Context: an optimization exercise on an open-source flow, tuned for small area and few clock cycles. The choices shown serve that exercise and are no tape-out recipe. Only simulation tests tie the RTL to the original design; equivalence was not proved. The clock port is modelled as an ideal driver; clocking choices that lean on that would not hold on a real chip.

## P
Design cas2wav, start of the top module:
module cas2wav #(
    parameter [31:0] OUT_CAP = 32'd2097152,
    parameter [31:0] CAS_CAP = 32'd65536
) (
    input  wire        clk,
    input  wire        rst,           
    input  wire        reg_wr,
    input  wire [7:0]  reg_addr,
    input  wire [31:0] reg_wdata,
    output reg  [31:0] reg_rdata,
    output wire        cas_rd,
    output wire [31:0] cas_addr,
    input  wire [7:0]  cas_rdata,
    output wire        out_wr,
    output wire [31:0] out_addr,
    output wire [7:0]  out_wdata,
    output wire        done
);
Size in the first run: about 2100 cells after synthesis, ~190 flip-flops, ~160 I/O pins, ~0.014 mm2 of cells after synthesis.
Settings: LEC_CHECK=0, ABC_AREA=1, CAP_MARGIN=20, CORE_MARGIN=2, CORE_UTILIZATION=40, CTS_BUF_LIST=sky130_fd_sc_hd__clkbuf_8, SLEW_MARGIN=20; clock period 8.0 ns.
standard.sh (not shown) runs the stock make flow with config.mk's settings and CLKGATE_MAP_FILE= SYNTH_SCRIPT=/design/flow/synth_recipe.tcl, a recipe that flattens the netlist after the stock synthesis.
==> flow/flow/run.sh <==
#!/bin/bash
# The standard layout (standard.sh) with these changes made through ORFS's
# own hooks:
#  - after floorplan, the combinational logic is re-synthesized for area by
#    OpenROAD's restructure (ABC); registers are not touched;
#  - ports are buffered with the smallest buffer, buf_1, which the resizer
#    may still upsize;
#  - clock tree synthesis uses clkbuf_8 and no dummy loads; after it, a clock
#    buffer whose flip-flops would see a slew near the limit becomes clkbuf_16.
# Each tool's output stays in its ORFS log; make's output goes to standard.log.
set -euo pipefail
W=$PWD
export OWN_FLOW_DIR=$W/flow
export POST_FLOORPLAN_TCL=$W/flow/restructure.tcl
export POST_CTS_TCL=$W/flow/clock_fix.tcl
export BUFFER_PORTS_ARGS="-buffer_cell sky130_fd_sc_hd__buf_1"
export CTS_ARGS="-sink_clustering_enable -repair_clock_nets -buf_list sky130_fd_sc_hd__clkbuf_8 -dont_use_dummy_load"
bash standard.sh > standard.log 2>&1
==> flow/flow/clock_fix.tcl <==
set big sky130_fd_sc_hd__clkbuf_16
estimate_parasitics -placement
set n 0
foreach inst [get_cells -filter "ref_name == sky130_fd_sc_hd__clkbuf_8"] {
  set out [get_pins -of_objects $inst -filter "direction == output"]
  set worst 0
  foreach ld [get_pins -of_objects [get_nets -of_objects $out] -filter "direction == input"] {
    set s [get_property $ld slew_max]
    if { $s > $worst } { set worst $s }
  }
  if { $worst > 0.100 } {
    puts "clock_fix: [get_full_name $inst] slew [format %.3f $worst] -> $big"
    replace_cell $inst $big
    incr n
  }
}
puts "clock_fix: upsized $n clock buffers"
if { $n > 0 } {
  detailed_placement
  check_placement -verbose
  estimate_parasitics -placement
}
Other scripts of this flow, unchanged in this note and not shown: flow/flow/libfilter.py, flow/flow/restructure.tcl
Testbench counts of P, summed over its fixed seeds: cycles 10,482,878.
Input changes introduced in Q (baseline for comparison: P):
Settings: a change of CTS_BUF_LIST from sky130_fd_sc_hd__clkbuf_8 to sky130_fd_sc_hd__clkbuf_8 sky130_fd_sc_hd__clkbuf_16.
==> flow/flow/run.sh <==
#!/bin/bash
# The standard layout (standard.sh) with these changes made through ORFS's
# own hooks:
#  - after floorplan, the combinational logic is re-synthesized for area by
#    OpenROAD's restructure (ABC); registers are not touched;
#  - ports are buffered with the smallest buffer, buf_1, which the resizer
#    may still upsize;
#  - clock tree synthesis uses clkbuf_8 and no dummy loads.
# Each tool's output stays in its ORFS log; make's output goes to standard.log.
set -euo pipefail
W=$PWD
export OWN_FLOW_DIR=$W/flow
export POST_FLOORPLAN_TCL=$W/flow/restructure.tcl
export BUFFER_PORTS_ARGS="-buffer_cell sky130_fd_sc_hd__buf_1"
export CTS_ARGS="-sink_clustering_enable -repair_clock_nets -buf_list {sky130_fd_sc_hd__clkbuf_8 sky130_fd_sc_hd__clkbuf_16} -dont_use_dummy_load"
bash standard.sh > standard.log 2>&1
removed: flow/flow/clock_fix.tcl
[summary]
Q: no failed stages, no open violations at the end
Cell area in Q vs P: up about 1.3%
Cmp P and Q / first-iteration DRC count / lower: Q
Against P as the reference, Q delivers a higher first-pass iteration count of the detailed router.

========
Another version of the RTL of cas2wav (not shown whole).
Size in the first run: about 1800 cells after synthesis, ~190 flip-flops, about 14000 um^2 of cells after synthesis.
==> flow/config.mk <==
export PLATFORM = sky130hd
export DESIGN_NAME = cas2wav
export DESIGN_NICKNAME = cas2wav
export VERILOG_FILES = /design/flow/design.v
export SDC_FILE = /design/flow/constraint.sdc
export NUM_CORES = 4
export LEC_CHECK = 0
export CAP_MARGIN = 20
export CORE_MARGIN = 2
export CORE_UTILIZATION = 40
export SLEW_MARGIN = 20
==> flow/constraint.sdc <==
create_clock -name core_clock -period 8.0 [get_ports {clk}]
set_input_delay 1.6000 -clock core_clock [delete_from_list [all_inputs] [get_ports {clk}]]
set_output_delay 1.6000 -clock core_clock [all_outputs]
set_load 0.01 [all_outputs]
==> flow/flow/run.sh <==
#!/bin/bash
# The standard layout (standard.sh) with two changes made through ORFS's
# own hooks:
#  - after floorplan, the combinational logic is re-synthesized for area by
#    OpenROAD's restructure (ABC); registers are not touched;
#  - ports are buffered with the smallest buffer, buf_1, which the resizer
#    may still upsize.
# Each tool's output stays in its ORFS log; make's output goes to standard.log.
set -euo pipefail
W=$PWD
export OWN_FLOW_DIR=$W/flow
export POST_FLOORPLAN_TCL=$W/flow/restructure.tcl
export BUFFER_PORTS_ARGS="-buffer_cell sky130_fd_sc_hd__buf_1"
bash standard.sh > standard.log 2>&1
==> flow/flow/restructure.tcl <==
# Sourced at the end of ORFS's floorplan step (POST_FLOORPLAN_TCL).
# Re-synthesizes the combinational logic for area with OpenROAD's restructure.
# ABC there reads the liberty directly, so it gets a copy without the
# platform's don't-use cells.
set rs_lib [lindex $::env(LIB_FILES) 0]
set rs_dir $::env(OBJECTS_DIR)/restructure
file mkdir $rs_dir
exec python3 $::env(OWN_FLOW_DIR)/libfilter.py $rs_lib $rs_dir/no_dont_use.lib \
  {*}$::env(DONT_USE_CELLS) >& $rs_dir/libfilter.log
puts "restructure: area before [sta::format_area [rsz::design_area] 0]"
remove_buffers
set tielo "[lindex $::env(TIELO_CELL_AND_PORT) 0]/[lindex $::env(TIELO_CELL_AND_PORT) 1]"
set tiehi "[lindex $::env(TIEHI_CELL_AND_PORT) 0]/[lindex $::env(TIEHI_CELL_AND_PORT) 1]"
restructure -target area -liberty_file $rs_dir/no_dont_use.lib \
  -tielo_port $tielo -tiehi_port $tiehi -work_dir $rs_dir \
  -abc_logfile $rs_dir/abc.log
puts "restructure: area after [sta::format_area [rsz::design_area] 0]"
Other scripts of this flow, unchanged in this note and not shown: flow/flow/libfilter.py
The first run completed with no timing, DRC or antenna violations.
Testbench counts at the start, summed over its fixed seeds: cycles 10,482,878.
Next try:
--- a/flow/flow/restructure.tcl
+++ b/flow/flow/restructure.tcl
@@ -12 +12,2 @@
-set tielo "[lindex $::env(TIELO_CELL_AND_PORT) 0]/[lindex $::env(TIELO_CELL_AND_PORT) 1]"
+set tie_cell [lindex $::env(TIELO_CELL_AND_PORT) 0]
+set tielo "$tie_cell/[lindex $::env(TIELO_CELL_AND_PORT) 1]"
@@ -14,4 +15,52 @@
-restructure -target area -liberty_file $rs_dir/no_dont_use.lib \
-  -tielo_port $tielo -tiehi_port $tiehi -work_dir $rs_dir \
-  -abc_logfile $rs_dir/abc.log
-puts "restructure: area after [sta::format_area [rsz::design_area] 0]"
+
+# Output ports driven by a tie cell, and which tie pin drives each. A later
+# restructure pass can drop these ties, so they are put back afterwards.
+set block [ord::get_db_block]
+set port_ties [dict create]
+foreach bt [$block getBTerms] {
+  set net [$bt getNet]
+  if { $net == "NULL" } { continue }
+  foreach it [$net getITerms] {
+    if { [$it isOutputSignal] && [[[$it getInst] getMaster] getName] == $tie_cell } {
+      dict set port_ties [$bt getName] [[$it getMTerm] getName]
+    }
+  }
+}
+
+foreach pass {1 2 3} {
+  restructure -target area -liberty_file $rs_dir/no_dont_use.lib \
+    -tielo_port $tielo -tiehi_port $tiehi -work_dir $rs_dir \
+    -abc_logfile $rs_dir/abc.log
+  puts "restructure: area after pass $pass [sta::format_area [rsz::design_area] 0]"
+}
+
+proc net_has_driver { net } {
+  foreach it [$net getITerms] {
+    if { [$it isOutputSignal] } { return 1 }
+  }
+  foreach bt [$net getBTerms] {
+    if { [$bt getIoType] == "INPUT" } { return 1 }
+  }
+  return 0
+}
+
+set tie_master [[ord::get_db] findMaster $tie_cell]
+set n 0
+dict for {port pin} $port_ties {
+  set net [[$block findBTerm $port] getNet]
+  if { ![net_has_driver $net] } {
+    set inst [odb::dbInst_create $block $tie_master "restructure_tie_$n"]
+    [$inst findITerm $pin] connect $net
+    incr n
+  }
+}
+puts "restructure: ties put back on $n output ports"
+
+# nothing may be left undriven
+foreach net [$block getNets] {
+  if { [$net getSigType] != "SIGNAL" } { continue }
+  if { [llength [$net getITerms]] + [llength [$net getBTerms]] < 2 } { continue }
+  if { ![net_has_driver $net] } {
+    error "restructure: net [$net getName] has no driver"
+  }
+}
--- a/flow/config.mk
+++ b/flow/config.mk
@@ -10,0 +11 @@
+export CTS_BUF_LIST = sky130_fd_sc_hd__clkbuf_8
After rerunning:
- global-route usage falls by 0.12 points
- worst setup slack degrades by 74 ps
- maximum frequency is lower by 0.99%
- flip-flop and latch count is unchanged
- non-clock buffer count shrinks by 6
- routed wire length is about the same

[re-timing with driven ports]
No port has a modelled driver above. Below, the same layouts with a new extraction and two added sets of constraints.
Step 1, drivers: a clkbuf_16 drives clk and a buf_2 each remaining input, both assumed.
Step 2 times the ports against the registers' clock, not the clock port: input delays grow and output delays shrink by t, the midpoint of the rising clock arrivals with the driver on.
Slacks: ideal ports / drivers / drivers and shift; pairs: ideal ports / drivers.
| run | t (ns) | slack for setup (ns) | slew at the worst register clock pin (ns) |
|---|---|---|---|
| P | 0.447 | 0.620 / 0.569 / 1.015 | 0.10 / 0.10 |
| Q | 0.491 | 0.571 / 0.520 / 1.011 | 0.09 / 0.09 |
| the first run of note 2 | 0.508 | 0.630 / 0.579 / 1.087 | 0.09 / 0.09 |
| the second run of note 2 | 0.534 | 0.556 / 0.506 / 1.040 | 0.12 / 0.12 |
After both steps setup and hold are still met in every run listed.
